This is an optimization exercise on Yosys and OpenROAD, whose aim is small area, a short achievable clock period and few clock cycles per item, not a production implementation. The RTL was checked by simulation tests, not by an equivalence proof against the original design.

==> flow/run.sh <==
#!/bin/bash
# Layout flow: the standard ORFS flow (standard.sh, unchanged synthesis),
# with two changes to how the layout is built:
#  - port buffers use the smallest buffer cell (buf_1) instead of the
#    resizer's default choice; every input and output still gets a buffer;
#  - clock tree built from clkbuf_4/clkbuf_8 without dummy balancing loads.
# All tool output goes to standard_flow.log here and ORFS's logs/ folder.
set -euo pipefail
export BUFFER_PORTS_ARGS="-buffer_cell sky130_fd_sc_hd__buf_1"
export CTS_ARGS="-sink_clustering_enable -repair_clock_nets -dont_use_dummy_load -buf_list {sky130_fd_sc_hd__clkbuf_4 sky130_fd_sc_hd__clkbuf_8}"
bash standard.sh finish > standard_flow.log 2>&1
==> standard.sh <==
#!/bin/bash
# synth_recipe.tcl (not shown) runs the flow's synth.tcl, then flattens the netlist and writes it again
# the make line also repeats each setting of config.mk as NAME=value (left out here)
make -C /OpenROAD-flow-scripts/flow DESIGN_CONFIG=/design/flow/config.mk WORK_HOME=/design/flow/orfs CLKGATE_MAP_FILE= SYNTH_SCRIPT=/design/flow/synth_recipe.tcl "${@:-finish}"
==> config.mk <==
export PLATFORM = sky130hd
export DESIGN_NAME = sm3_core
export DESIGN_NICKNAME = sm3_core
export VERILOG_FILES = /design/flow/design.v
export SDC_FILE = /design/flow/constraint.sdc
export NUM_CORES = 4
export LEC_CHECK = 0
export ABC_AREA = 1
export CAP_MARGIN = 20
export CORE_MARGIN = 2
export CORE_UTILIZATION = 60
export PLACE_DENSITY = 0.85
export SETUP_SLACK_MARGIN = 5.0
export SLEW_MARGIN = 20
export TNS_END_PERCENT = 10
==> constraint.sdc <==
create_clock -name core_clock -period 9.5 [get_ports {clk}]
set_input_delay 1.9000 -clock core_clock [delete_from_list [all_inputs] [get_ports {clk}]]
set_output_delay 1.9000 -clock core_clock [all_outputs]
set_load 0.01 [all_outputs]
==> design.v <==
module sm3_core (
    input  wire         clk,
    input  wire         rst,       
    input  wire         start,     
    input  wire [255:0] v_in,      
    input  wire [511:0] msg_in,    
    output wire         ready,
    output wire         done,      
    output wire [255:0] v_out
);
    localparam [31:0] T_LO = 32'h79CC4519;    
    localparam [31:0] T_HI = 32'h7A879D8A;    
    function [31:0] rotl;
        input [31:0] x;
        input [4:0]  n;
        begin
            rotl = (x << n) | (x >> (6'd32 - {1'b0, n}));
        end
    endfunction
    function [31:0] p0;
        input [31:0] x;
        begin
            p0 = x ^ rotl(x, 5'd9) ^ rotl(x, 5'd17);
        end
    endfunction
    function [31:0] p1;
        input [31:0] x;
        begin
            p1 = x ^ rotl(x, 5'd15) ^ rotl(x, 5'd23);
        end
    endfunction
    function [31:0] maj;
        input [31:0] x, y, z;
        begin
            maj = (x & y) | (x & z) | (y & z);
        end
    endfunction
    reg         busy;
    reg         done_r;
    reg  [5:0]  round;
    reg         lo;                
    reg  [31:0] tj;                
    reg  [31:0] v   [0:7];         
    reg  [31:0] a, b, c, d, e, f, g, h;
    reg  [31:0] w   [0:15];        
    wire [31:0] a12 = rotl(a, 5'd12);
    wire [31:0] x_s = a12 ^ e ^ tj;
    wire [31:0] x_c = {maj(a12, e, tj), 1'b0};
    wire [31:0] xp, xc;
    ks32c u_ssx (.x(x_s), .y(x_c), .p(xp), .c(xc));
    wire [31:0] sp  = rotl(xp, 5'd7);
    wire [31:0] sc  = rotl(xc, 5'd7);
    wire [31:0] ff  = lo ? (a ^ b ^ c) : maj(a, b, c);
    wire [31:0] gg  = lo ? (e ^ f ^ g) : ((e & f) | (~e & g));
    wire [31:0] wj  = w[0];
    wire [31:0] wpj = w[0] ^ w[4];
    wire [31:0] p_s = ff ^ d ^ wpj;
    wire [31:0] p_c = {maj(ff, d, wpj), 1'b0};
    wire [31:0] sa  = sp ^ a12;
    wire [31:0] k_s = p_s ^ p_c ^ sa;
    wire [31:0] k0  = maj(p_s, p_c, sa);       
    wire [31:0] k1  = maj(p_s, p_c, ~sa);      
    wire [31:0] q_s = k_s ^ sc;
    wire [31:0] q_c = {(sc[30:0] & k1[30:0]) | (~sc[30:0] & k0[30:0]), 1'b0};
    wire [31:0] tt1 = q_s + q_c;
    wire [31:0] m_s = gg ^ h ^ wj;
    wire [31:0] m_c = {maj(gg, h, wj), 1'b0};
    wire [31:0] j_s = m_s ^ m_c ^ sp;
    wire [31:0] j0  = maj(m_s, m_c, sp);
    wire [31:0] j1  = maj(m_s, m_c, ~sp);
    wire [31:0] n_s = j_s ^ sc;
    wire [31:0] n_c = {(sc[30:0] & j1[30:0]) | (~sc[30:0] & j0[30:0]), 1'b0};
    wire [31:0] t2p, t2c;
    ks32c u_tt2 (.x(n_s), .y(n_c), .p(t2p), .c(t2c));
    wire [31:0] e_early = busy ? p0(t2p) : v_in[127:96];
    wire [31:0] e_late  = p0(t2c) & {32{busy}};
    wire [31:0] e_next  = e_early ^ e_late;
    wire [31:0] w_new = p1(w[0] ^ w[7] ^ rotl(w[13], 5'd15)) ^ rotl(w[3], 5'd7) ^ w[10];
    integer i;
    always @(posedge clk) begin
        if (rst) begin
            busy   <= 1'b0;
            done_r <= 1'b0;
        end else begin
            done_r <= busy && (round == 6'd63);
            if (!busy)
                busy <= start;
            else if (round == 6'd63)
                busy <= 1'b0;
        end
    end
    always @(posedge clk) begin
        if (!busy) begin
            round <= 6'd0;
            lo    <= 1'b1;
            tj    <= T_LO;
            for (i = 0; i < 8; i = i + 1)
                v[i] <= v_in[255 - 32*i -: 32];
            a <= v_in[255:224];
            b <= v_in[223:192];
            c <= v_in[191:160];
            d <= v_in[159:128];
            e <= e_next;
            f <= v_in[95:64];
            g <= v_in[63:32];
            h <= v_in[31:0];
            for (i = 0; i < 16; i = i + 1)
                w[i] <= msg_in[511 - 32*i -: 32];
        end else begin
            round <= round + 6'd1;
            if (round == 6'd15) begin
                lo <= 1'b0;
                tj <= rotl(T_HI, 5'd16);
            end else begin
                tj <= rotl(tj, 5'd1);
            end
            a <= tt1;
            b <= a;
            c <= rotl(b, 5'd9);
            d <= c;
            e <= e_next;
            f <= e;
            g <= rotl(f, 5'd19);
            h <= g;
            for (i = 0; i < 15; i = i + 1)
                w[i] <= w[i + 1];
            w[15] <= w_new;
        end
    end
    assign ready = !busy;
    assign done  = done_r;
    assign v_out = {v[0] ^ a, v[1] ^ b, v[2] ^ c, v[3] ^ d,
                    v[4] ^ e, v[5] ^ f, v[6] ^ g, v[7] ^ h};
endmodule
module ks32c (
    input  wire [31:0] x,
    input  wire [31:0] y,
    output wire [31:0] p,
    output wire [31:0] c
);
    wire [31:0] gl [0:5];
    wire [31:0] pl [0:5];
    assign gl[0] = x & y;
    assign pl[0] = x ^ y;
    genvar l, k;
    generate
        for (l = 0; l < 5; l = l + 1) begin : lvl
            for (k = 0; k < 32; k = k + 1) begin : bt
                if (k >= (1 << l)) begin : op
                    assign gl[l+1][k] = gl[l][k] | (pl[l][k] & gl[l][k - (1 << l)]);
                    assign pl[l+1][k] = pl[l][k] & pl[l][k - (1 << l)];
                end else begin : pass
                    assign gl[l+1][k] = gl[l][k];
                    assign pl[l+1][k] = pl[l][k];
                end
            end
        end
    endgenerate
    assign p = pl[0];
    assign c = {gl[5][30:0], 1'b0};
endmodule
==> results of run 1 <==
[flip-flops by register name, indices dropped and copies added, names as in the netlist]
register / count
v: 256
h: 32
w: 512
g: 32
f: 32
c: 32
busy: 1
b: 32
a: 32
lo: 1
e: 32
round: 6
done_r: 1
d: 32
tj: 32
[layout make-up]
class	count	area (µm²)
inverter	394	1514
tap	1155	1445
clock buffer	165	2271
antenna	41	102.6
sequential	1065	24070
fill	6056	22040
multi-input combinational	4388	29660
timing repair buffer	1262	5927
[metal layers]
metal,global-route usage,share of wire
met1,0.5872,0.32
met2,0.7736,0.42
met3,0.1995,0.15
met4,0.4471,0.11
met5,0,0.00081
[cells in the mapped netlist, types with 7 or more instances]
library cell               instances  share of area
sky130_fd_sc_hd__clkbuf_1        187          0.013
sky130_fd_sc_hd__a21oi_1         103         0.0098
sky130_fd_sc_hd__nor2_1          138         0.0098
sky130_fd_sc_hd__dfxtp_1         809           0.31
sky130_fd_sc_hd__nand2_4          10         0.0021
sky130_fd_sc_hd__xnor2_1         130          0.022
sky130_fd_sc_hd__nor3_1           10        0.00095
sky130_fd_sc_hd__nand3_1         115          0.011
sky130_fd_sc_hd__fa_1            241          0.091
sky130_fd_sc_hd__nand4_1          27         0.0032
sky130_fd_sc_hd__nand2_1        2493           0.18
sky130_fd_sc_hd__a21o_1            7         0.0010
sky130_fd_sc_hd__a31oi_1           9         0.0011
sky130_fd_sc_hd__buf_2            23         0.0022
sky130_fd_sc_hd__nand2_2          13         0.0015
sky130_fd_sc_hd__edfxtp_1        256           0.15
sky130_fd_sc_hd__mux2i_1          56          0.011
sky130_fd_sc_hd__o21ai_0         224          0.021
sky130_fd_sc_hd__o21bai_1         11         0.0016
sky130_fd_sc_hd__nand3b_1          7         0.0010
sky130_fd_sc_hd__a21oi_2           8         0.0013
sky130_fd_sc_hd__nand3_2          12         0.0023
sky130_fd_sc_hd__ha_1             96          0.023
sky130_fd_sc_hd__or2_2            23         0.0027
sky130_fd_sc_hd__xor2_1          591          0.098
sky130_fd_sc_hd__o21a_1            9         0.0013
sky130_fd_sc_hd__inv_1           393          0.028
[what timing repair did]
item,CTS,global route
resized for setup,403,404
cloned,1,2
setup endpoints to repair,61,182
pin swaps,70,175
buffers inserted,79,119
[worst min-delay path by stage]
stage | start | endpoint | slack, ns | cells after the start
after floorplan | w[1][0] | w[0][0] | 0.40 | 2
after global placement | w[2][30] | w[1][30] | 0.40 | 2
after detailed placement | w[11][14] | w[10][14] | 0.41 | 2
after CTS | w[2][16] | w[1][16] | 0.38 | 2
after global routing | w[8][12] | w[7][12] | 0.41 | 2
final | w[2][16] | w[1][16] | 0.39 | 2
[logic make-up (layout without fill, tap and decap cells)]
group	after synthesis	count (layout)	share of synthesized area
and+or+nand+nor	2868	2868	0.2156
xor gates and xnor gates	721	721	0.1196
buffers and inverters	612	1821	0.04419
DFF	1065	1065	0.4523
AOI/OAI and AO/OA	403	403	0.04291
muxes	59	59	0.01126
adders and majority gates	337	337	0.1141
other	0	41	0
[worst reg2reg max path, delay by kind of cell (launching register included)]
family	cells	cell delay, ns
simple gates	7	0.52
xor+xnor	2	0.56
flops	1	0.38
buf+inv	5	0.77
fa+ha+maj	3	1.55
compound gates	3	0.80
[metrics by stage]
stage	utilization	worst slack [ns]	hold slack (ns)	area, µm²
after global routing	0.7462	4.722	0.4054	64940
after global placement	0.6614	3.578	0.4048	57550
after CTS	0.7146	4.938	0.3779	62180
after detailed placement	0.6614	3.561	0.4076	57550
final	0.7467	4.747	0.3939	64980
after floorplan	-	5.114	0.4030	52810
==> impl.org, run 1 <==
** Timing
- Static timing analysis puts the maximum clock frequency at around 210 MHz.
- Sum of negative setup slack :: 0 ns
- At the pin with the least slew margin, the transition time is 1.320 ns.
- Pins Over Slew Limit :: 0
- Slew Limit Headroom :: 0.1203
- Period minus WS final :: between 4 and 5 ns
- Share of the clock period used by the worst path :: 0.5004
- The clock arrives with between 0.06 and 0.07 ns of skew.
- The number of hold violations in the final report is 0.
- RSZ-0062 raised after global routing :: yes
- Final setup fails :: 0

** Global routing
- The first global-routing pass estimated 326400 µm of wire.
- Global routing finished with a remaining overflow of 0.
- The initial antenna violation count is 53.
- Overall fraction of global-route tracks in use :: 0.5198
- Pin count of the biggest net entering global routing :: between 200 and 250
- Vias in the first global route :: roughly 47k

** Floorplan
- Floorplan die area :: about 90000 µm²
- Row generation in the floorplan step produced around 110 rows.
- Height of the die :: 300.7 µm
- Standard cell core area :: 87020 µm²
- From left edge to right edge, the die measures 300.7 µm.
- For this configuration, the core starts out at a cell density of 0.6068.
- Pin placement for this block handled between 1k and 1.5k I/O pins.

** Critical path
- Data arrives at the worst endpoint at about 5.5 ns.
- Cell with the biggest individual delay on the critical path :: sky130_fd_sc_hd__fa_1
- Kind of critical path :: reg2reg
- Minimum setup slack among reg-to-reg paths :: roughly 4.7 ns
- Element type at the critical path end :: register
- Cell seen most often among critical-path stages :: sky130_fd_sc_hd__nand2_1
- Ordered list of cells on the worst path :: buf_12 > bufbuf_16 > o21ai_0 > xor2_1 > fa_1 > fa_1 > xor2_1 > ha_1 > inv_1 > nor3_2 > nand2_1 > nand3_1 > a21oi_2 > nand2_4 > inv_1 > nand2_1 > a21oi_2 > inv_1 > nand2_1 > nand2_1
- Together, buffers and inverters on the worst path number 5.
- Number of stages on the worst setup path :: 20
- On the worst path, the slowest cell contributes a delay of 0.61 ns.
- Capture point of the worst reg-to-reg path :: e[8]
- The cell family contributing the most delay on the critical path is adder cells.
- Along the worst path, the maximum fanout reaches 18.
- The worst register-to-register path begins at lo.
- For the worst flop-to-flop path, the logic depth is 20.
- At the worst endpoint, the required time is 10.22 ns.
- Worst setup path startpoint :: lo
- Last element of the critical path :: e[8]
- Critical path launch point type :: register

** Placed design
- Gpl congestion :: around 1.1
- Total half-perimeter wirelength after legalization and detailed placement :: approximately 190000 µm
- Placed Instances :: 8063
- Quantity of I/O buffers inserted on ports :: between 1k and 1.5k

** Clocking
- H-tree level count :: 4
- TritonCTS built the clock tree.
- Count of clock tree sinks :: 1065
- Clock tree synthesis selected as its root buffer the cell sky130_fd_sc_hd__clkbuf_8.
- Clock-pin slew was measured on the worst setup and hold paths at 0.06 ns.
- Latest clock arrival within the worst-skew pair :: 0.88 ns
- Maximum count of clock buffers along a single path :: 3
- The number of hold buffers added after CTS was 0.
- TritonCTS created around 170 clock buffers.

** Final layout
- In the layout the commonest cells are 2426 x sky130_fd_sc_hd__nand2_1, 1028 x sky130_fd_sc_hd__buf_1, 745 x sky130_fd_sc_hd__dfxtp_1.
- Post-route insts no fill :: ~8.5k
- Leaving out fill and tap cells, the most frequent cell in the layout is sky130_fd_sc_hd__nand2_1.
- Fraction of final layout cells with drive strength greater than 1 :: 0.1354
- Layout-stage area growth over the synthesis result :: 23.07%
- At the end of the flow, the number of nets in the layout was between 8k and 9k.

** Synth
- In the synthesized netlist the dominant register cell turns out to be sky130_fd_sc_hd__dfxtp_1.
- Synth unique cells :: 54
- Counting every net in the synthesized netlist gives roughly 7.2k.
- Seq cells post-synth :: roughly 1.1k
- In the synthesized netlist, the number of instances is between 6k and 7k.
- Number of warnings reported in the yosys synthesis log :: 4
- The synthesized design contains 256 enable-type register cells.
- Summed instance area of the synthesized netlist :: between 50000 and 60000 µm²
- The average instance in the mapped netlist occupies about 8.7 µm².
- For this run, the register share of the synthesized area comes to 0.4523.
- Share of flip-flops with an asynchronous set or reset :: 0

** Detailed routing
- The final route contains 50.40k vias.
- Residual antenna-violating net count after detailed routing :: 0
- In the final routed layout, each cell accounts on average for 29.27 µm.
- Drt total wl :: 247900 µm
- Count of routing violations after the opening detailed-route iteration :: about 7.5k
- In the routed design, unresolved DRC markers number 0.
- The first TritonRoute pass finished after 10 iterations.
- Vias per inst :: approximately 6

** Job
- Max-capacitance violation count :: 0

** Min path
- In this run the worst hold path is classified as reg2reg.

** Status
- Outcome :: no timing/DRC/antenna violations
Testbench counts, summed over its fixed seeds: cycles 11,895, items 183.
==> inputs of run 2 (changes only) <==
--- a/design.v
+++ b/design.v
@@ -70,11 +70,7 @@
     wire [31:0] j1  = maj(m_s, m_c, ~sp);
     wire [31:0] n_s = j_s ^ sc;
     wire [31:0] n_c = {(sc[30:0] & j1[30:0]) | (~sc[30:0] & j0[30:0]), 1'b0};
-    wire [31:0] t2p, t2c;
-    ks32c u_tt2 (.x(n_s), .y(n_c), .p(t2p), .c(t2c));
-    wire [31:0] e_early = busy ? p0(t2p) : v_in[127:96];
-    wire [31:0] e_late  = p0(t2c) & {32{busy}};
-    wire [31:0] e_next  = e_early ^ e_late;
+    wire [31:0] tt2 = n_s + n_c;
     wire [31:0] w_new = p1(w[0] ^ w[7] ^ rotl(w[13], 5'd15)) ^ rotl(w[3], 5'd7) ^ w[10];
     integer i;
     always @(posedge clk) begin
@@ -100,7 +96,7 @@
             b <= v_in[223:192];
             c <= v_in[191:160];
             d <= v_in[159:128];
-            e <= e_next;
+            e <= v_in[127:96];
             f <= v_in[95:64];
             g <= v_in[63:32];
             h <= v_in[31:0];
@@ -118,7 +114,7 @@
             b <= a;
             c <= rotl(b, 5'd9);
             d <= c;
-            e <= e_next;
+            e <= p0(tt2);
             f <= e;
             g <= rotl(f, 5'd19);
             h <= g;
==> flow/run.sh (replaced) <==
#!/bin/bash
# Layout flow: the standard ORFS flow (standard.sh, unchanged synthesis),
# with two changes to how the layout is built:
#  - port buffers use the smallest buffer cell (buf_1) instead of the
#    resizer's default choice; every input and output still gets a buffer;
#  - clock tree built from clkbuf_8/clkbuf_16 with sink clusters of at most
#    20 flip-flops within 50 um, without dummy balancing loads.
# All tool output goes to standard_flow.log here and ORFS's logs/ folder.
set -euo pipefail
export BUFFER_PORTS_ARGS="-buffer_cell sky130_fd_sc_hd__buf_1"
export CTS_ARGS="-sink_clustering_enable -repair_clock_nets -dont_use_dummy_load -buf_list {sky130_fd_sc_hd__clkbuf_8 sky130_fd_sc_hd__clkbuf_16} -sink_clustering_size 20 -sink_clustering_max_diameter 50"
bash standard.sh finish > standard_flow.log 2>&1
--- a/config.mk
+++ b/config.mk
@@ -9,7 +9,7 @@
 export CAP_MARGIN = 20
 export CORE_MARGIN = 2
 export CORE_UTILIZATION = 60
-export PLACE_DENSITY = 0.85
+export PLACE_DENSITY = 0.75
 export SETUP_SLACK_MARGIN = 5.0
 export SLEW_MARGIN = 20
 export TNS_END_PERCENT = 10
==> run 2 against run 1 <==
  * Final cell count fell by 1.0%
  * Global-route usage shrank 2.9 points
  * Still clean
  * Fmax increased by 1.8%
  * Critical endpoint is now a[8]
  * Sequential share of layout area increased by 0.94 points
  * Synthesized cell count increased by 0.74%
  * Cell area is 2.5% lower
  * Critical path depth unchanged
==> impl.org, run 2 <==
** Detailed routing
- Drt pass-1 iters :: 12 (+2)
- The via count was 48.23k (-4.3%).
- The vias per cell was 5.754 (-3.3%).
- Count of routing violations after the opening detailed-route iteration :: 6709 (-10%)
- The final wirelength came to 228400 µm (-7.9%).
- The final antenna-violating net count is 0 (unchanged).
- WL/cell :: 27.25 µm (-6.9%)
- Residual DRC count :: 0 (unchanged)

** Global routing
- Vias in the first global route :: 45.41k (-3.7%)
- Number of antenna violations at the first check in global routing :: 37 (-30%)
- The global route total overflow is 0 (unchanged).
- Overall fraction of global-route tracks in use :: 0.4912 (-0.02862)
- The largest net degree at the start of global routing was 105 (-55%).
- First-pass GRT wire length :: 308800 µm (-5.4%)

** Timing
- The post-route clock skew came to 0.07330 ns (+0.005535 ns).
- The worst max-slew margin expressed relative to the limit is 0.2502 (+0.1299).
- Share of the clock period used by the worst path :: 0.4914 (-0.008916)
- Sum of negative setup slack :: 0 ns (unchanged)
- The clock period minus worst slack came to 4.669 ns (-0.08470 ns).
- Max frequency :: 214.2 MHz (+1.8%)
- Pins Over Slew Limit :: 0 (unchanged)
- The number of failing setup endpoints in the final timing report came to 0 (unchanged).
- Setup repair after global routing could not meet its margin everywhere.
- The number of hold violations in the final report came to 0 (unchanged).
- Worst slew pin tran :: 1.125 ns (-0.1948 ns)

** Min path
- The cell count of the worst hold path was 2 (unchanged).
- Min-delay worst type :: reg2reg

** Synth
- The number of distinct library cell variants in the gate-level netlist after synthesis was 58 (+7.4%).
- The synthesized design spends more area on one cell type than any other, namely sky130_fd_sc_hd__dfxtp_1.
- The net count after synthesis is 7219 (+0.64%).
- The total standard cell area after synthesis was 52300 µm² (-0.95%).
- Seq cells post-synth :: 1065 (unchanged)
- The sequential element share of the synthesized area is 0.4567 (+0.004361).
- The count of flip-flops with a built-in enable after synthesis was 256 (unchanged).
- The async set or reset register ratio after synthesis is 0 (unchanged).
- Among all cell types in the netlist, the one instantiated most often is sky130_fd_sc_hd__nand2_1.
- Mean post-synth cell area :: 8.559 µm² (-1.7%)
- Share of Yosys cell area claimed by the top area cell type :: 0.3097 (+0.002957)
- The most used flip-flop cell after synthesis is sky130_fd_sc_hd__dfxtp_1.
- Number of warnings reported in the yosys synthesis log :: 4 (unchanged)
- The synthesized instance count was 6110 (+0.74%).
- Leading cell types by total area after synthesis :: sky130_fd_sc_hd__dfxtp_1 31%, sky130_fd_sc_hd__nand2_1 19%, sky130_fd_sc_hd__edfxtp_1 15%
- By count the netlist is led by 2646 x sky130_fd_sc_hd__nand2_1, 809 x sky130_fd_sc_hd__dfxtp_1, 543 x sky130_fd_sc_hd__xor2_1, 396 x sky130_fd_sc_hd__inv_1, 256 x sky130_fd_sc_hd__edfxtp_1.

** Critical path
- Maximum net fanout on the critical path :: 7 (-11)
- The cell count of the worst reg-to-reg path was 20 (unchanged).
- STA classifies the critical path startpoint as a register.
- The critical path required time is 10.04 ns (-0.18 ns).
- The data arrival time of the worst path came to 5.21 ns (-0.26 ns).
- Kind of critical path :: reg2reg
- Element type at the critical path end :: register

** Final layout
- The area of combinational cells with multiple inputs is 28600 µm² (-3.6%).
- The net count of the finished layout came to 8313 (-0.85%).
- w holds more flip-flops than any other register.
- The top cell types in the final layout, fill and taps aside, are 2565 x sky130_fd_sc_hd__nand2_1, 1028 x sky130_fd_sc_hd__buf_1, 746 x sky130_fd_sc_hd__dfxtp_1.
- Filler instances :: 6500 (+7.3%)
- The largest registers in the layout are w x512, v x256.
- Register area :: 24050 µm² (about the same)
- The number of flip-flops in the largest register is 512 (unchanged).
- The area growth from synthesis to layout is 21.10%.
- The fraction of final layout cells with drive strength greater than 1 is 0.1057 (-0.02975).
- Leading cell type in the layout, fill and taps excluded :: sky130_fd_sc_hd__nand2_1

** Floorplan
- The starting density of the core was 0.6038 (-0.002982).
- The horizontal die dimension came to 299.2 µm (-0.47%).
- The core area came to 86620 µm² (-0.47%).
- Floorplan die area :: 89540 µm² (-0.94%)
- IO Count :: 1029 (unchanged)
- Standard-cell row count :: 108 (unchanged)
- The die height was 299.2 µm (-0.47%).

** Clocking
- TritonCTS clock tree :: built
- Latest clock arrival within the worst-skew pair :: 0.71 ns (-0.17 ns)
- The number of buffers inserted during clock tree synthesis is 100 (-39%).
- The hold-fix buffer count after cts was 0 (unchanged).
- The total number of H-tree levels was 3 (-1).
- Maximum count of clock buffers along a single path :: 3 (unchanged)
- Root cell of the clock tree :: sky130_fd_sc_hd__clkbuf_16
- The sink count of the clock tree was 1065 (unchanged).
- The clock-pin slew of the registers on the worst-case setup and hold paths came to 0.08 ns (+0.02 ns).

** Status
- Outcome :: no timing/DRC/antenna violations

** Placed design
- Quantity of I/O buffers inserted on ports :: 1028 (unchanged)
- Total half-perimeter wirelength after legalization and detailed placement :: 184500 µm (-3.9%)
- The placer's final routability congestion estimate is 1.107 (-0.59%).

** Job
- Max-capacitance violation count :: 0 (unchanged)
==> run 2: worst max-delay path, cell delays in order (launching register included) <==
cell	delay [ns]
sky130_fd_sc_hd__dfxtp_4	0.39
sky130_fd_sc_hd__fa_1	0.55
sky130_fd_sc_hd__ha_4	0.36
sky130_fd_sc_hd__nand2_2	0.10
sky130_fd_sc_hd__nor2_4	0.13
sky130_fd_sc_hd__nand2_2	0.09
sky130_fd_sc_hd__nor2_4	0.14
sky130_fd_sc_hd__nand2_4	0.08
sky130_fd_sc_hd__nand3_4	0.12
sky130_fd_sc_hd__a21oi_4	0.10
sky130_fd_sc_hd__buf_6	0.13
sky130_fd_sc_hd__o31ai_4	0.21
sky130_fd_sc_hd__buf_6	0.17
sky130_fd_sc_hd__and2_1	0.13
sky130_fd_sc_hd__nor2_1	0.05
sky130_fd_sc_hd__ha_1	0.35
sky130_fd_sc_hd__a21oi_2	0.22
sky130_fd_sc_hd__a21boi_4	0.30
sky130_fd_sc_hd__o21ai_4	0.10
sky130_fd_sc_hd__xnor2_1	0.65
sky130_fd_sc_hd__o21ai_0	0.14
==> run 2: metrics by stage <==
stage	instance area (µm²)	hold slack [ns]	worst slack, ns	cells	util
after floorplan	52310	0.4030	5.006	6110	-
after global placement	57090	0.4051	3.727	8128	0.6591
after detailed placement	57090	0.4093	3.797	8128	0.6591
after CTS	61640	0.3864	4.907	8297	0.7116
after global routing	63310	0.4037	4.763	8371	0.7309
final	63330	0.3890	4.831	8382	0.7312
==> run 2: cell families (layout without fill, tap and decap cells) <==
logic type	Yosys count	in the layout	synth area share
compound gates	414	414	0.04572
xor+xnor	640	640	0.1073
fa+ha+maj	338	338	0.1156
buf+inv	595	1687	0.04290
flops	1065	1065	0.4567
mux	30	30	0.005742
other cells	0	25	0
simple gates	3028	3028	0.2260
==> run 2: routing by layer <==
| metal | part of all wire | up-vias | global-route usage |
|---|---|---|---|
| met1 | 0.33 | 22730 | 0.5812 |
| met3 | 0.13 | 888 | 0.1414 |
| met4 | 0.099 | 18 | 0.4090 |
| li1 | - | 21050 | - |
| met5 | 0.00050 | - | 0 |
| met2 | 0.44 | 3545 | 0.7433 |
==> run 2: area by class of cell <==
type | instances | area share
Antenna cell | 25 | 0.0009878
Timing Repair Buffer | 1184 | 0.08102
Multi-Input combinational cell | 4450 | 0.4516
Inverter | 403 | 0.02434
Clock buffer | 100 | 0.03951
Sequential cell | 1065 | 0.3798
Tap cell | 1155 | 0.02282
==> run 2: timing repair <==
item,CTS,global route
setup buffers,69,59
pin swaps,82,102
setup endpoints to repair,60,59
resized for setup,379,256
cloned,0,1
==> run 2: worst paths after layout <==
| path | slack (ns) | endpoint | startpoint |
|---|---|---|---|
| worst max-delay path | 4.83 | a[8] | e[19] |
| worst min-delay path | 0.39 | w[1][2] | w[2][2] |
| worst max register to register | 4.83 | a[8] | e[19] |
| worst min register to register | 0.39 | w[1][2] | w[2][2] |
Testbench counts of run 2, summed over its fixed seeds: cycles 11,895, items 183.

-- static timing again, ports no longer ideal --
In the flow no input, the clock included, has a driving cell. The finished layouts below were timed again as built, in two steps.
Step 1, drivers: a clkbuf_16 drives clk and a buf_2 each remaining input, both assumed.
Step 2 moves the port delays by t, midway between the first and last clock arrival at a register: inputs arrive t later, outputs are due t later. That takes back most of the time a late clock gives input paths.
Slacks: ideal / step 1 / step 2; pairs: ideal / step 1.
run | shift t [ns] | setup WS [ns] | hold WS [ns] | clock arrival spread, ns | worst data-port slew with drivers (ns)
run 1 | 0.930 | 4.747 / 4.747 / 4.747 | 0.394 / 0.394 / 0.394 | 0.075 / 0.075 | 0.38
run 2 | 0.742 | 4.831 / 4.831 / 4.831 | 0.389 / 0.389 / 0.389 | 0.082 / 0.083 | 0.25
After both steps every run listed still meets setup and hold.
